What follows belongs to an exercise in optimizing a design on an open flow for small area, a short achievable clock period and few clock cycles per item; a production flow would make more cautious choices.
Function was checked by simulation only, so behaviour that the tests miss may differ from the original.
Power and IR drop assume default switching activity.

==> design.v <==
module vce #(
    parameter ADDR_BITS = 16
) (
    input  wire                 clk,
    input  wire                 rst,         
    input  wire                 csr_en,
    input  wire                 csr_we,
    input  wire [7:0]           csr_addr,
    input  wire [63:0]          csr_wdata,
    output reg  [63:0]          csr_rdata,
    output reg                  mem_req,
    output reg                  mem_we,
    output reg  [ADDR_BITS-1:0] mem_addr,
    output reg  [7:0]           mem_wdata,
    input  wire                 mem_ready,
    input  wire [7:0]           mem_rdata,
    input  wire                 mem_err,
    output wire                 irq
);
    localparam CW = ADDR_BITS + 1;           
    localparam [7:0] E_OK        = 8'd0;
    localparam [7:0] E_BADCMD    = 8'd1;
    localparam [7:0] E_BADREGION = 8'd2;
    localparam [7:0] E_OVERLAP   = 8'd3;
    localparam [7:0] E_TOOSMALL  = 8'd4;
    localparam [7:0] E_TRUNC     = 8'd5;
    localparam [7:0] E_MALFORMED = 8'd6;
    localparam [7:0] E_MISMATCH  = 8'd7;
    localparam [7:0] E_BUS       = 8'd8;
    localparam [3:0] C_LEB  = 4'd0;
    localparam [3:0] C_PV   = 4'd1;
    localparam [3:0] C_SQ   = 4'd2;
    localparam [3:0] C_SQ2  = 4'd3;
    localparam [3:0] C_NL   = 4'd4;
    localparam [63:0] ID_VALUE = 64'h5643_4531_001F_0001;
    localparam [2:0] S_IDLE   = 3'd0;
    localparam [2:0] S_CHECK  = 3'd1;
    localparam [2:0] S_ERD    = 3'd2;    
    localparam [2:0] S_ECAP   = 3'd3;    
    localparam [2:0] S_EWR    = 3'd4;    
    localparam [2:0] S_DRD    = 3'd5;    
    localparam [2:0] S_DWR    = 3'd6;    
    localparam [2:0] S_FIN    = 3'd7;    
    reg         ctrl_ie, ctrl_strict;
    reg         st_done, st_drop;
    reg  [7:0]  st_err;
    reg  [63:0] r_cmd, r_src, r_slen, r_dst, r_cap, r_count;
    reg  [63:0] r_rbytes, r_rcount, r_erraddr;
    reg  [63:0] i_cmd, i_src, i_slen, i_dst, i_cap, i_cnt;
    reg         i_strict;
    reg  [2:0]    state;
    reg  [CW-1:0] rc, wc, ei;    
    reg  [4:0]    bi;            
    reg  [4:0]    gtot;          
    reg  [4:0]    glen_q;        
    reg  [7:0]    buf_q [0:16];  
    wire busy = (state != S_IDLE);
    assign irq = ctrl_ie & st_done;
    wire [3:0] codec  = i_cmd[3:0];
    wire       is_dec = i_cmd[4];
    wire       nl_pair = (codec == C_NL) && (ei + 1 < i_cnt);
    always @* begin
        csr_rdata = 64'd0;
        if (csr_addr[2:0] == 3'd0) begin
            case (csr_addr[7:3])
                5'h00: csr_rdata = ID_VALUE;
                5'h01: csr_rdata = {62'd0, ctrl_strict, ctrl_ie};
                5'h02: csr_rdata = {48'd0, st_err, 5'd0, st_drop, st_done, busy};
                5'h03: csr_rdata = r_cmd;
                5'h04: csr_rdata = r_src;
                5'h05: csr_rdata = r_slen;
                5'h06: csr_rdata = r_dst;
                5'h07: csr_rdata = r_cap;
                5'h08: csr_rdata = r_count;
                5'h09: csr_rdata = r_rbytes;
                5'h0A: csr_rdata = r_rcount;
                5'h0B: csr_rdata = r_erraddr;
                default: csr_rdata = 64'd0;
            endcase
        end
    end
    wire [67:0] len_sr   = is_dec ? {4'd0, i_slen} : {1'b0, i_cnt, 3'b000};
    wire [67:0] src_end  = {4'd0, i_src} + len_sr;
    wire [67:0] dst_end  = {4'd0, i_dst} + {4'd0, i_cap};
    wire [67:0] mem_top  = 68'd1 << ADDR_BITS;
    wire        cmd_legal = (i_cmd[63:5] == 59'd0) && (i_cmd[3:0] <= 4'd4);
    wire        overlap  = (len_sr != 68'd0) && (i_cap != 64'd0) &&
                           ({4'd0, i_src} < dst_end) && ({4'd0, i_dst} < src_end);
    wire        dec_small = is_dec && ({1'b0, i_cnt, 3'b000} > {4'd0, i_cap});
    reg  [63:0]  ev_a, ev_b;
    reg  [135:0] eg;        
    reg  [4:0]   eglen;
    reg  [3:0]   ela, elb;
    integer      k;
    function [7:0] sq_lo(input sel2, input [3:0] row);
        begin
            if (!sel2) case (row)
                4'd0: sq_lo = 8'd0;   4'd1: sq_lo = 8'd241; 4'd2: sq_lo = 8'd249;
                4'd3: sq_lo = 8'd250; 4'd4: sq_lo = 8'd251; 4'd5: sq_lo = 8'd252;
                default: sq_lo = 8'd253;
            endcase else case (row)
                4'd0: sq_lo = 8'd0;   4'd1: sq_lo = 8'd192; 4'd2: sq_lo = 8'd240;
                4'd3: sq_lo = 8'd248; 4'd4: sq_lo = 8'd249; 4'd5: sq_lo = 8'd250;
                4'd6: sq_lo = 8'd251; 4'd7: sq_lo = 8'd252;
                default: sq_lo = 8'd253;
            endcase
        end
    endfunction
    function [7:0] sq_hi(input sel2, input [3:0] row);
        begin
            if (!sel2) case (row)
                4'd0: sq_hi = 8'd240; 4'd1: sq_hi = 8'd248; 4'd2: sq_hi = 8'd249;
                4'd3: sq_hi = 8'd250; 4'd4: sq_hi = 8'd251; 4'd5: sq_hi = 8'd252;
                default: sq_hi = 8'd253;
            endcase else case (row)
                4'd0: sq_hi = 8'd191; 4'd1: sq_hi = 8'd239; 4'd2: sq_hi = 8'd247;
                4'd3: sq_hi = 8'd248; 4'd4: sq_hi = 8'd249; 4'd5: sq_hi = 8'd250;
                4'd6: sq_hi = 8'd251; 4'd7: sq_hi = 8'd252;
                default: sq_hi = 8'd253;
            endcase
        end
    endfunction
    function [3:0] sq_p(input sel2, input [3:0] row);
        begin
            if (!sel2) case (row)
                4'd0: sq_p = 4'd0; 4'd1: sq_p = 4'd1; 4'd2: sq_p = 4'd2; 4'd3: sq_p = 4'd3;
                4'd4: sq_p = 4'd5; 4'd5: sq_p = 4'd7;
                default: sq_p = 4'd8;
            endcase else case (row)
                4'd0: sq_p = 4'd0; 4'd1: sq_p = 4'd1; 4'd2: sq_p = 4'd2; 4'd3: sq_p = 4'd3;
                4'd4: sq_p = 4'd4; 4'd5: sq_p = 4'd5; 4'd6: sq_p = 4'd6; 4'd7: sq_p = 4'd7;
                default: sq_p = 4'd8;
            endcase
        end
    endfunction
    function [3:0] sq_rows(input sel2);
        sq_rows = sel2 ? 4'd9 : 4'd7;
    endfunction
    function [3:0] byte_len(input [63:0] v);
        integer j;
        begin
            byte_len = 4'd1;
            for (j = 1; j < 8; j = j + 1)
                if ((v >> (8 * j)) != 64'd0) byte_len = j + 1;
        end
    endfunction
    function [63:0] byte_mask(input [3:0] n);
        byte_mask = (n >= 4'd8) ? {64{1'b1}} : ((64'd1 << (8 * n)) - 64'd1);
    endfunction
    reg  [3:0]  e_row, e_p;
    reg  [7:0]  e_lo;
    reg  [64:0] e_max;
    reg         e_found;
    reg  [3:0]  e_k;
    reg  [63:0] e_pv;
    reg  [63:0] e_t;
    always @* begin
        for (k = 0; k < 8; k = k + 1) begin
            ev_a[8*k +: 8] = buf_q[k];
            ev_b[8*k +: 8] = buf_q[k + 8];
        end
        eg    = 136'd0;
        eglen = 5'd1;
        ela   = 4'd1;
        elb   = 4'd1;
        e_row = 4'd0; e_p = 4'd0; e_lo = 8'd0; e_max = 65'd0; e_found = 1'b0;
        e_k   = 4'd1; e_pv = 64'd0; e_t = 64'd0;
        case (codec)
            C_LEB: begin
                eglen = 5'd1;
                for (k = 1; k < 10; k = k + 1)
                    if ((ev_a >> (7 * k)) != 64'd0) eglen = k + 1;
                for (k = 0; k < 10; k = k + 1) begin
                    e_t = ev_a >> (7 * k);
                    if (k < eglen) eg[8*k +: 8] = {(k + 1 < eglen), e_t[6:0]};
                end
            end
            C_PV: begin
                e_k = 4'd9;
                for (k = 8; k >= 1; k = k - 1)
                    if ((ev_a >> (7 * k)) == 64'd0) e_k = k;
                eglen = {1'b0, e_k};
                if (e_k == 4'd9) begin
                    eg[7:0]  = 8'hFF;
                    eg[71:8] = ev_a;
                end else begin
                    e_pv = (ev_a << e_k) | ((64'd1 << (e_k - 1)) - 64'd1);
                    eg[63:0] = e_pv & byte_mask(e_k);
                end
            end
            C_SQ, C_SQ2: begin
                for (k = 0; k < 9; k = k + 1) begin
                    if (!e_found && (k < sq_rows(codec[0]))) begin
                        e_max = (({57'd0, sq_hi(codec[0], k)} - {57'd0, sq_lo(codec[0], k)} + 65'd1)
                                 << (8 * sq_p(codec[0], k))) - 65'd1;
                        if ({1'b0, ev_a} <= e_max) begin
                            e_found = 1'b1;
                            e_row   = k;
                        end
                    end
                end
                e_lo  = sq_lo(codec[0], e_row);
                e_p   = sq_p(codec[0], e_row);
                eglen = 5'd1 + e_p;
                e_t = (e_p == 4'd8) ? 64'd0 : (ev_a >> (8 * e_p));
                eg[7:0] = e_lo + e_t[7:0];
                eg[71:8] = (e_p == 4'd0) ? 64'd0 : (ev_a & byte_mask(e_p));
            end
            C_NL: begin
                ela = byte_len(ev_a);
                elb = byte_len(ev_b);
                if (nl_pair) begin
                    eg[7:0] = {ela, elb};
                    eg = eg | ({72'd0, ev_a & byte_mask(ela)} << 8)
                            | ({72'd0, ev_b & byte_mask(elb)} << (8 * (1 + ela)));
                    eglen = 5'd1 + ela + elb;
                end else begin
                    eg[7:0]  = {ela, 4'd0};            
                    eg[71:8] = ev_a & byte_mask(ela);
                    eglen = 5'd1 + ela;
                end
            end
            default: ;
        endcase
    end
    reg  [4:0] d_tot;        
    reg        d_malf0;      
    reg  [3:0] d_t;
    reg  [3:0] d_row;
    reg        d_rowfound;
    reg  [7:0] rb;           
    always @* begin
        rb = mem_rdata;
        d_tot = 5'd1;
        d_malf0 = 1'b0;
        d_t = 4'd0;
        d_row = 4'd0;
        d_rowfound = 1'b0;
        case (codec)
            C_PV: begin
                d_t = 4'd8;
                for (k = 7; k >= 0; k = k - 1)
                    if (!rb[k]) d_t = k;
                d_tot = {1'b0, d_t} + 5'd1;
            end
            C_SQ, C_SQ2: begin
                for (k = 0; k < 9; k = k + 1)
                    if (k < sq_rows(codec[0]) &&
                        rb >= sq_lo(codec[0], k) && rb <= sq_hi(codec[0], k)) begin
                        d_rowfound = 1'b1;
                        d_row = k;
                    end
                d_malf0 = !d_rowfound;
                d_tot = 5'd1 + sq_p(codec[0], d_row);
            end
            C_NL: begin
                if (rb[7:4] < 4'd1 || rb[7:4] > 4'd8) d_malf0 = 1'b1;
                if (nl_pair && (rb[3:0] < 4'd1 || rb[3:0] > 4'd8)) d_malf0 = 1'b1;
                d_tot = 5'd1 + rb[7:4] + (nl_pair ? {1'b0, rb[3:0]} : 5'd0);
            end
            default: d_tot = 5'd1;
        endcase
    end
    reg  [135:0] dg;
    reg  [63:0]  dv_a, dv_b;
    reg  [3:0]   dla, dlb, d_p;
    reg  [7:0]   d_lo;
    reg  [3:0]   d_row2;
    reg  [127:0] d_sh;
    always @* begin
        for (k = 0; k < 17; k = k + 1)
            dg[8*k +: 8] = buf_q[k];
        dv_a = 64'd0;
        dv_b = 64'd0;
        dla = 4'd0; dlb = 4'd0; d_p = 4'd0; d_lo = 8'd0; d_row2 = 4'd0; d_sh = 128'd0;
        case (codec)
            C_LEB: begin
                for (k = 0; k < 10; k = k + 1)
                    if (k < glen_q) dv_a = dv_a | ({57'd0, dg[8*k +: 7]} << (7 * k));
            end
            C_PV: begin
                if (glen_q == 5'd9)
                    dv_a = dg[71:8];
                else
                    dv_a = (dg[63:0] & byte_mask(glen_q[3:0])) >> glen_q[3:0];
            end
            C_SQ, C_SQ2: begin
                for (k = 0; k < 9; k = k + 1)
                    if (k < sq_rows(codec[0]) &&
                        dg[7:0] >= sq_lo(codec[0], k) && dg[7:0] <= sq_hi(codec[0], k))
                        d_row2 = k;
                d_lo = sq_lo(codec[0], d_row2);
                d_p  = sq_p(codec[0], d_row2);
                dv_a = (d_p == 4'd0) ? {56'd0, dg[7:0] - d_lo}
                                     : ((d_p == 4'd8) ? dg[71:8]
                                        : (({56'd0, dg[7:0] - d_lo} << (8 * d_p))
                                           | (dg[71:8] & byte_mask(d_p))));
            end
            C_NL: begin
                dla = dg[7:4];
                dlb = dg[3:0];
                dv_a = dg[71:8] & byte_mask(dla);
                d_sh = dg[135:8] >> (8 * dla);
                dv_b = d_sh[63:0] & byte_mask(dlb);
            end
            default: ;
        endcase
    end
    wire [ADDR_BITS-1:0] a_erd = i_src[ADDR_BITS-1:0] + {ei, 3'b000} + bi;
    wire [ADDR_BITS-1:0] a_ewr = i_dst[ADDR_BITS-1:0] + wc + bi;
    wire [ADDR_BITS-1:0] a_drd = i_src[ADDR_BITS-1:0] + rc + bi;
    wire [ADDR_BITS-1:0] a_dwr = i_dst[ADDR_BITS-1:0] + {ei, 3'b000} + bi;
    wire [4:0] e_nread = ((codec == C_NL) && nl_pair) ? 5'd16 : 5'd8;
    wire [4:0] d_nwrite = ((codec == C_NL) && nl_pair) ? 5'd16 : 5'd8;
    wire [CW:0] d_pos = {1'b0, rc} + bi;        
    wire [4:0] d_tot_now = (bi == 5'd0) ? d_tot : gtot;
    always @* begin
        mem_req   = 1'b0;
        mem_we    = 1'b0;
        mem_addr  = {ADDR_BITS{1'b0}};
        mem_wdata = 8'd0;
        case (state)
            S_ERD: begin
                mem_req  = 1'b1;
                mem_addr = a_erd;
            end
            S_EWR: begin
                mem_req   = 1'b1;
                mem_we    = 1'b1;
                mem_addr  = a_ewr;
                mem_wdata = eg[8*bi +: 8];
            end
            S_DRD: begin
                mem_req  = ({{(64-CW-1){1'b0}}, d_pos} < i_slen);
                mem_addr = a_drd;
            end
            S_DWR: begin
                mem_req   = 1'b1;
                mem_we    = 1'b1;
                mem_addr  = a_dwr;
                mem_wdata = (bi < 5'd8) ? dv_a[8*bi[2:0] +: 8] : dv_b[8*bi[2:0] +: 8];
            end
            default: ;
        endcase
    end
    wire [CW-1:0] ei_step = ei + (nl_pair ? 2 : 1);
    reg           fin;
    reg  [7:0]    fin_code;
    reg  [63:0]   fin_addr;
    always @* begin
        fin      = 1'b0;
        fin_code = E_OK;
        fin_addr = 64'd0;
        case (state)
            S_CHECK: begin
                fin = 1'b1;
                if (!cmd_legal)             fin_code = E_BADCMD;
                else if (src_end > mem_top) begin fin_code = E_BADREGION; fin_addr = i_src; end
                else if (dst_end > mem_top) begin fin_code = E_BADREGION; fin_addr = i_dst; end
                else if (overlap)           begin fin_code = E_OVERLAP;   fin_addr = i_dst; end
                else if (dec_small)         begin fin_code = E_TOOSMALL;  fin_addr = i_dst; end
                else fin = 1'b0;
            end
            S_ERD: begin
                if (mem_ready && mem_err) begin
                    fin = 1'b1; fin_code = E_BUS; fin_addr = {{(64-ADDR_BITS){1'b0}}, a_erd};
                end
            end
            S_ECAP: begin
                if ({{(64-CW){1'b0}}, wc} + eglen > i_cap) begin
                    fin = 1'b1; fin_code = E_TOOSMALL; fin_addr = i_dst + {{(64-CW){1'b0}}, wc};
                end
            end
            S_EWR: begin
                if (mem_ready && mem_err) begin
                    fin = 1'b1; fin_code = E_BUS; fin_addr = {{(64-ADDR_BITS){1'b0}}, a_ewr};
                end
            end
            S_DRD: begin
                if (!mem_req) begin
                    fin = 1'b1; fin_code = E_TRUNC; fin_addr = i_src + i_slen;
                end else if (mem_ready && mem_err) begin
                    fin = 1'b1; fin_code = E_BUS; fin_addr = {{(64-ADDR_BITS){1'b0}}, a_drd};
                end else if (mem_ready && (codec == C_LEB ? (mem_rdata[7] && bi == 5'd9)
                                                          : (bi == 5'd0 && d_malf0))) begin
                    fin = 1'b1; fin_code = E_MALFORMED; fin_addr = {{(64-ADDR_BITS){1'b0}}, a_drd};
                end
            end
            S_DWR: begin
                if (mem_ready && mem_err) begin
                    fin = 1'b1; fin_code = E_BUS; fin_addr = {{(64-ADDR_BITS){1'b0}}, a_dwr};
                end
            end
            S_FIN: begin
                fin = 1'b1;
                if (is_dec && i_strict && ({{(64-CW){1'b0}}, rc} != i_slen)) begin
                    fin_code = E_MISMATCH; fin_addr = i_src + {{(64-CW){1'b0}}, rc};
                end
            end
            default: ;
        endcase
    end
    wire       host_wr  = csr_en & csr_we & (csr_addr[2:0] == 3'd0);
    wire [4:0] host_reg = csr_addr[7:3];
    always @(posedge clk) begin
        if (rst) begin
            ctrl_ie     <= 1'b0;
            ctrl_strict <= 1'b1;
            st_done     <= 1'b0;
            st_drop     <= 1'b0;
            st_err      <= 8'd0;
            r_cmd       <= 64'd0;
            r_src       <= 64'd0;
            r_slen      <= 64'd0;
            r_dst       <= 64'd0;
            r_cap       <= 64'd0;
            r_count     <= 64'd0;
            r_rbytes    <= 64'd0;
            r_rcount    <= 64'd0;
            r_erraddr   <= 64'd0;
            state       <= S_IDLE;
        end else begin
            if (host_wr) begin
                case (host_reg)
                    5'h01: begin
                        ctrl_ie     <= csr_wdata[0];
                        ctrl_strict <= csr_wdata[1];
                    end
                    5'h02: begin
                        if (csr_wdata[1]) st_done <= 1'b0;
                        if (csr_wdata[2]) st_drop <= 1'b0;
                    end
                    5'h03: begin
                        if (busy) begin
                            st_drop <= 1'b1;
                        end else begin
                            r_cmd     <= csr_wdata;
                            i_cmd     <= csr_wdata;
                            i_src     <= r_src;
                            i_slen    <= r_slen;
                            i_dst     <= r_dst;
                            i_cap     <= r_cap;
                            i_cnt     <= r_count;
                            i_strict  <= ctrl_strict;
                            rc        <= {CW{1'b0}};
                            wc        <= {CW{1'b0}};
                            ei        <= {CW{1'b0}};
                            st_done   <= 1'b0;
                            st_err    <= 8'd0;
                            r_rbytes  <= 64'd0;
                            r_rcount  <= 64'd0;
                            r_erraddr <= 64'd0;
                            state     <= S_CHECK;
                        end
                    end
                    5'h04: r_src   <= csr_wdata;
                    5'h05: r_slen  <= csr_wdata;
                    5'h06: r_dst   <= csr_wdata;
                    5'h07: r_cap   <= csr_wdata;
                    5'h08: r_count <= csr_wdata;
                    default: ;
                endcase
            end
            if (fin) begin
                r_rbytes  <= {{(64-CW){1'b0}}, is_dec ? rc : wc};
                r_rcount  <= {{(64-CW){1'b0}}, ei};
                r_erraddr <= fin_addr;
                st_err    <= fin_code;
                st_done   <= 1'b1;
                state     <= S_IDLE;
            end else begin
                case (state)
                    S_CHECK: begin
                        bi   <= 5'd0;
                        gtot <= 5'd0;
                        if (i_cnt == 64'd0) state <= S_FIN;
                        else                state <= is_dec ? S_DRD : S_ERD;
                    end
                    S_ERD: begin
                        if (mem_ready) begin
                            buf_q[bi] <= mem_rdata;
                            if (bi == e_nread - 5'd1) begin
                                bi    <= 5'd0;
                                state <= S_ECAP;
                            end else begin
                                bi <= bi + 5'd1;
                            end
                        end
                    end
                    S_ECAP: state <= S_EWR;
                    S_EWR: begin
                        if (mem_ready) begin
                            if (bi == eglen - 5'd1) begin
                                bi    <= 5'd0;
                                wc    <= wc + eglen;
                                ei    <= ei_step;
                                state <= ({{(64-CW){1'b0}}, ei_step} < i_cnt) ? S_ERD : S_FIN;
                            end else begin
                                bi <= bi + 5'd1;
                            end
                        end
                    end
                    S_DRD: begin
                        if (mem_ready) begin
                            buf_q[bi] <= mem_rdata;
                            if (bi == 5'd0) gtot <= d_tot;
                            if (codec == C_LEB ? !mem_rdata[7] : (bi + 5'd1 == d_tot_now)) begin
                                glen_q <= bi + 5'd1;
                                bi     <= 5'd0;
                                state  <= S_DWR;
                            end else begin
                                bi <= bi + 5'd1;
                            end
                        end
                    end
                    S_DWR: begin
                        if (mem_ready) begin
                            if (bi == d_nwrite - 5'd1) begin
                                bi    <= 5'd0;
                                rc    <= rc + glen_q;
                                ei    <= ei_step;
                                state <= ({{(64-CW){1'b0}}, ei_step} < i_cnt) ? S_DRD : S_FIN;
                            end else begin
                                bi <= bi + 5'd1;
                            end
                        end
                    end
                    default: ;
                endcase
            end
        end
    end
endmodule
==> run.sh <==
#!/bin/bash
# synth_recipe.tcl (not shown) runs the flow's synth.tcl, then flattens the netlist and writes it again
# the make line also repeats each setting of config.mk as NAME=value (left out here)
make -C /OpenROAD-flow-scripts/flow DESIGN_CONFIG=/design/flow/config.mk WORK_HOME=/design/flow/orfs CLKGATE_MAP_FILE= SYNTH_SCRIPT=/design/flow/synth_recipe.tcl finish
==> config.mk <==
export PLATFORM = sky130hd
export DESIGN_NAME = vce
export DESIGN_NICKNAME = vce
export VERILOG_FILES = /design/flow/design.v
export SDC_FILE = /design/flow/constraint.sdc
export NUM_CORES = 4
export LEC_CHECK = 0
export CAP_MARGIN = 20
export CORE_MARGIN = 2
export CORE_UTILIZATION = 30
export PLACE_DENSITY = 0.45
export SLEW_MARGIN = 20
==> constraint.sdc <==
create_clock -name core_clock -period 14.0 [get_ports {clk}]
set_input_delay 2.8000 -clock core_clock [delete_from_list [all_inputs] [get_ports {clk}]]
set_output_delay 2.8000 -clock core_clock [all_outputs]
set_load 0.01 [all_outputs]
==> impl_metrics.yaml <==
setup_path:
  cp-end-kind: "output port"
  crit_type: "flop to output port"
  r2r_slack_ns: 1.18
  reg2reg_to: "buf_q[3][2]$_DFFE_PP_"
  slowest_stage: "o211ai_1"
  reg2regPathDepth: 39
  critPathRequiredTime_ns: 11.20
  worst_ep_arrival_time_ns: 10.65
  worstSetupEndpoint: "mem_wdata[3]"
  path_max_fanout: 34
  cpPeakStageDelay_ns: 0.91
  start_kind: "flop"
  r2r_start: "buf_q[5][4]$_DFFE_PP_"
  crit_start: "i_cmd[0]$_DFFE_PP_"
sta:
  final.setup.worst_slack_ns: 0.551
  fin_crit_sh_pct: 96.1
  finalHoldViolCount: 0
  tightest_slew_ns: 1.30
  min_period_ns: 13.45
  maxSlewViolCount: 0
  setup_viol: 0
  slew_headroom_pct: 12.5
  max_freq_ghz: 0.0744
  setup_tns_ns: 0
  skew_ns: 0.0884
  rsz0062_at_grt: "false"
synthesis:
  yosysSeqAreaShare_pct: 28.9
  synth_edf_count: 587
  synth_fp_nets: 12700
  synth.distinct_cells: 108
  syn_area_per_cell_um2: 7.99
  netlist_area_mm2: 0.0952
  async_flop_share_pct: 0
  ys_warn_count: 1
  syn-instance-count: 11900
  ys.flop_type: "edfxtp_1"
  synth.top_cell.area_share_pct: 18.5
  synth_top_area_cell: "edfxtp_1"
  synth_area_leaders: "edfxtp_1 19%, dfxtp_1 10%, ha_1 9.2%, nand2_1 7.5%, a21oi_1 6.8%"
  ys_ff_latch: 1080
cells_and_area:
  syn_to_final_growth_pct: 12.8
  nFillCells: 33200
  final_cell_mix: "1883 x nand2_1, 1293 x a21oi_1, 730 x nor2_1"
  drive_above_1_share_pct: 8.53
  fin_cells: 16100
  largest_reg_flops: 136
  final_util_pct: 34.1
  regMostFlops: "buf_q"
  nets: 12600
  layout_commonest_cell: "nand2_1"
cts:
  clk_path_buf_depth: 4
  insertion_delay_ns: 0.85
  postCtsSetupRepairBufs: 0
  cts_made_buffers: 137
  cts.clk_slew.worst_paths_ns: 0.07
  hold_buffers: 0
  cts_htree_levels: 4
  cts_sinks: 1080
  cts_root_buf: "clkbuf_16"
  cts-resized-gates: 0
  cts_tree: "yes"
routing:
  routedWlPerCell_um: 38.7
  firstDrtPassIters: 7
  vias_per_cell: 6.43
  vias: 104000
  ant_nets: 0
  drc: 0
  drtIter0Drc: 13600
  drt-total-wl_um: 623000
pwr:
  p_leak_uw: 0.0403
  power.density_mw_per_mm2: 68.6
  finalPower_uw: 7370
  vdd_drop_max_v: 0.000104
die:
  fp.dieArea_mm2: 0.322
  row_count: 206
  die_y_um: 567
  core-area_mm2: 0.315
  dieWidth_um: 567
  ios: 177
  initial_core_util_pct: 30.2
run:
  drv_cap: 0
placed_design:
  placedCellCount: 15800
  gp_congestion: 1.05
  dp_slack_ns: 1.50
  io_buffers: 176
  hpwl_um: 473000
global_route:
  grt_pass1_wl_um: 839000
  grt_max_degree: 158
  grt_antenna_before_repair: 44
  grt_pass1_vias: 97300
  grt-ovfl-total: 0
  grt_usage_pct: 37.1
hold_path:
  min_delay_path_depth: 0
  hold_path_class: "flop to flop"
run_status:
  outcome: "no timing/DRC/antenna violations"
critical path: cells and delay by family, from the launching register on:
| kind | cells | cell delay (ns) |
|---|---|---|
| AOI/OAI and AO/OA | 11 | 3.36 |
| DFF | 1 | 0.61 |
| adders and majority gates | 3 | 1.08 |
| buffers and inverters | 5 | 1.88 |
| and+or+nand+nor | 9 | 2.82 |
worst min-delay path by stage:
stage | start | endpoint
CTS | r_dst[38]$_SDFFE_PP0P_ | i_dst[38]$_DFFE_PP_
detailed placement | r_dst[38]$_SDFFE_PP0P_ | i_dst[38]$_DFFE_PP_
global route | r_dst[38]$_SDFFE_PP0P_ | i_dst[38]$_DFFE_PP_
finish | r_dst[38]$_SDFFE_PP0P_ | i_dst[38]$_DFFE_PP_
global placement | r_count[0]$_SDFFE_PP0P_ | i_cnt[0]$_DFFE_PP_
floorplan | r_cap[21]$_SDFFE_PP0P_ | i_cap[21]$_DFFE_PP_
per-layer routing:
| layer | vias up | wire length, µm | global-route usage, % |
|---|---|---|---|
| li1 | 44300 | - | - |
| met1 | 51600 | 256000 | 48.2 |
| met2 | 6181 | 267000 | 56.2 |
| met3 | 1391 | 52000 | 6.81 |
| met4 | 24 | 47700 | 24.4 |
| met5 | - | 186 | 0 |
Yosys cell counts, types with 50 or more instances:
| cell | instances |
|---|---|
| buf_1 | 105 |
| xor2_1 | 193 |
| nor4_1 | 135 |
| nor3_1 | 188 |
| o21a_1 | 74 |
| o211ai_1 | 130 |
| mux2i_1 | 407 |
| mux2_2 | 116 |
| o21bai_1 | 59 |
| xnor2_1 | 279 |
| o21ai_0 | 638 |
| o31ai_1 | 59 |
| edfxtp_1 | 587 |
| a22o_1 | 62 |
| dfxtp_1 | 493 |
| and3_1 | 106 |
| or3_1 | 50 |
| a22oi_1 | 189 |
| nand2_1 | 1892 |
| fa_1 | 51 |
| nor2b_1 | 64 |
| nand4_1 | 194 |
| a21oi_1 | 1296 |
| a221oi_1 | 162 |
| a211oi_1 | 142 |
| nor2_1 | 746 |
| o221ai_1 | 62 |
| inv_1 | 326 |
| a31oi_1 | 189 |
| nand3_1 | 280 |
| a21o_1 | 219 |
| nand2b_1 | 71 |
| and2_1 | 65 |
| or2_2 | 50 |
| clkbuf_1 | 708 |
| o22ai_1 | 113 |
| ha_1 | 697 |
cell families (layout without fill, tap and decap cells):
| family | after synthesis | after routing | share of synthesized area (%) |
|---|---|---|---|
| and+or+nand+nor | 3968 | 3968 | 18.8 |
| AOI/OAI and AO/OA | 3908 | 3908 | 26.8 |
| buffers and inverters | 1186 | 1191 | 4.73 |
| DFF | 1080 | 1080 | 28.9 |
| adders and majority gates | 748 | 748 | 10.2 |
| muxes | 546 | 546 | 6.20 |
| xor gates and xnor gates | 472 | 472 | 4.34 |
| other | 1 | 20 | 0.00394 |
report_power, final:
group          internal [µW]  switching [µW]
clock network           2100            1540
registers               3330            33.6
logic                    109             252
stage by stage:
step / hold WS [ns] / instance area (µm²)
finish: 0.453 / 107000
global route: 0.457 / 107000
CTS: 0.443 / 107000
detailed placement: 0.443 / 103000
global placement: 0.436 / 103000
floorplan: 0.429 / 95200
final cells by class:
type | count | area, µm² | area share (%)
Antenna cell | 19 | 47.5 | 0.0443
Tap cell | 4160 | 5200 | 4.85
Sequential cell | 1080 | 27500 | 25.6
Clock buffer | 191 | 3920 | 3.65
Inverter | 339 | 1270 | 1.19
Multi-Input combinational cell | 9643 | 63700 | 59.3
Timing Repair Buffer | 607 | 5160 | 4.81
Clock inverter | 54 | 588 | 0.548
Testbench counts, summed over its fixed seeds: cycles 124,691, items 10,572.

-- static timing again, ports no longer ideal --
The flow's constraints put no driver on any port. The routed layout listed below was extracted and timed again, unchanged, in two steps. Step 1 sets driving cells, clkbuf_16 on the clock port and buf_2 on the other inputs (assumed; they add their load-dependent delay and slew). Step 2, shift: input delay + t, output delay - t, t = (earliest + latest rising clock arrival at the registers) / 2. This alone moves slack from input paths to output paths. Slacks: no drivers / after step 1 / after step 2; pairs: no drivers / after step 1.
shift t [ns]: 0.912
setup WS [ns]: 0.551 / 0.447 / 1.182
hold slack, ns: 0.453 / 0.453 / 0.453
clock arrival spread, ns: 0.088 / 0.088
cell pins on the clock port's net: 1
After both steps setup and hold are still met in this run. The setup slack of this run moves by -0.104 ns with the drivers and by +0.631 ns with both steps.
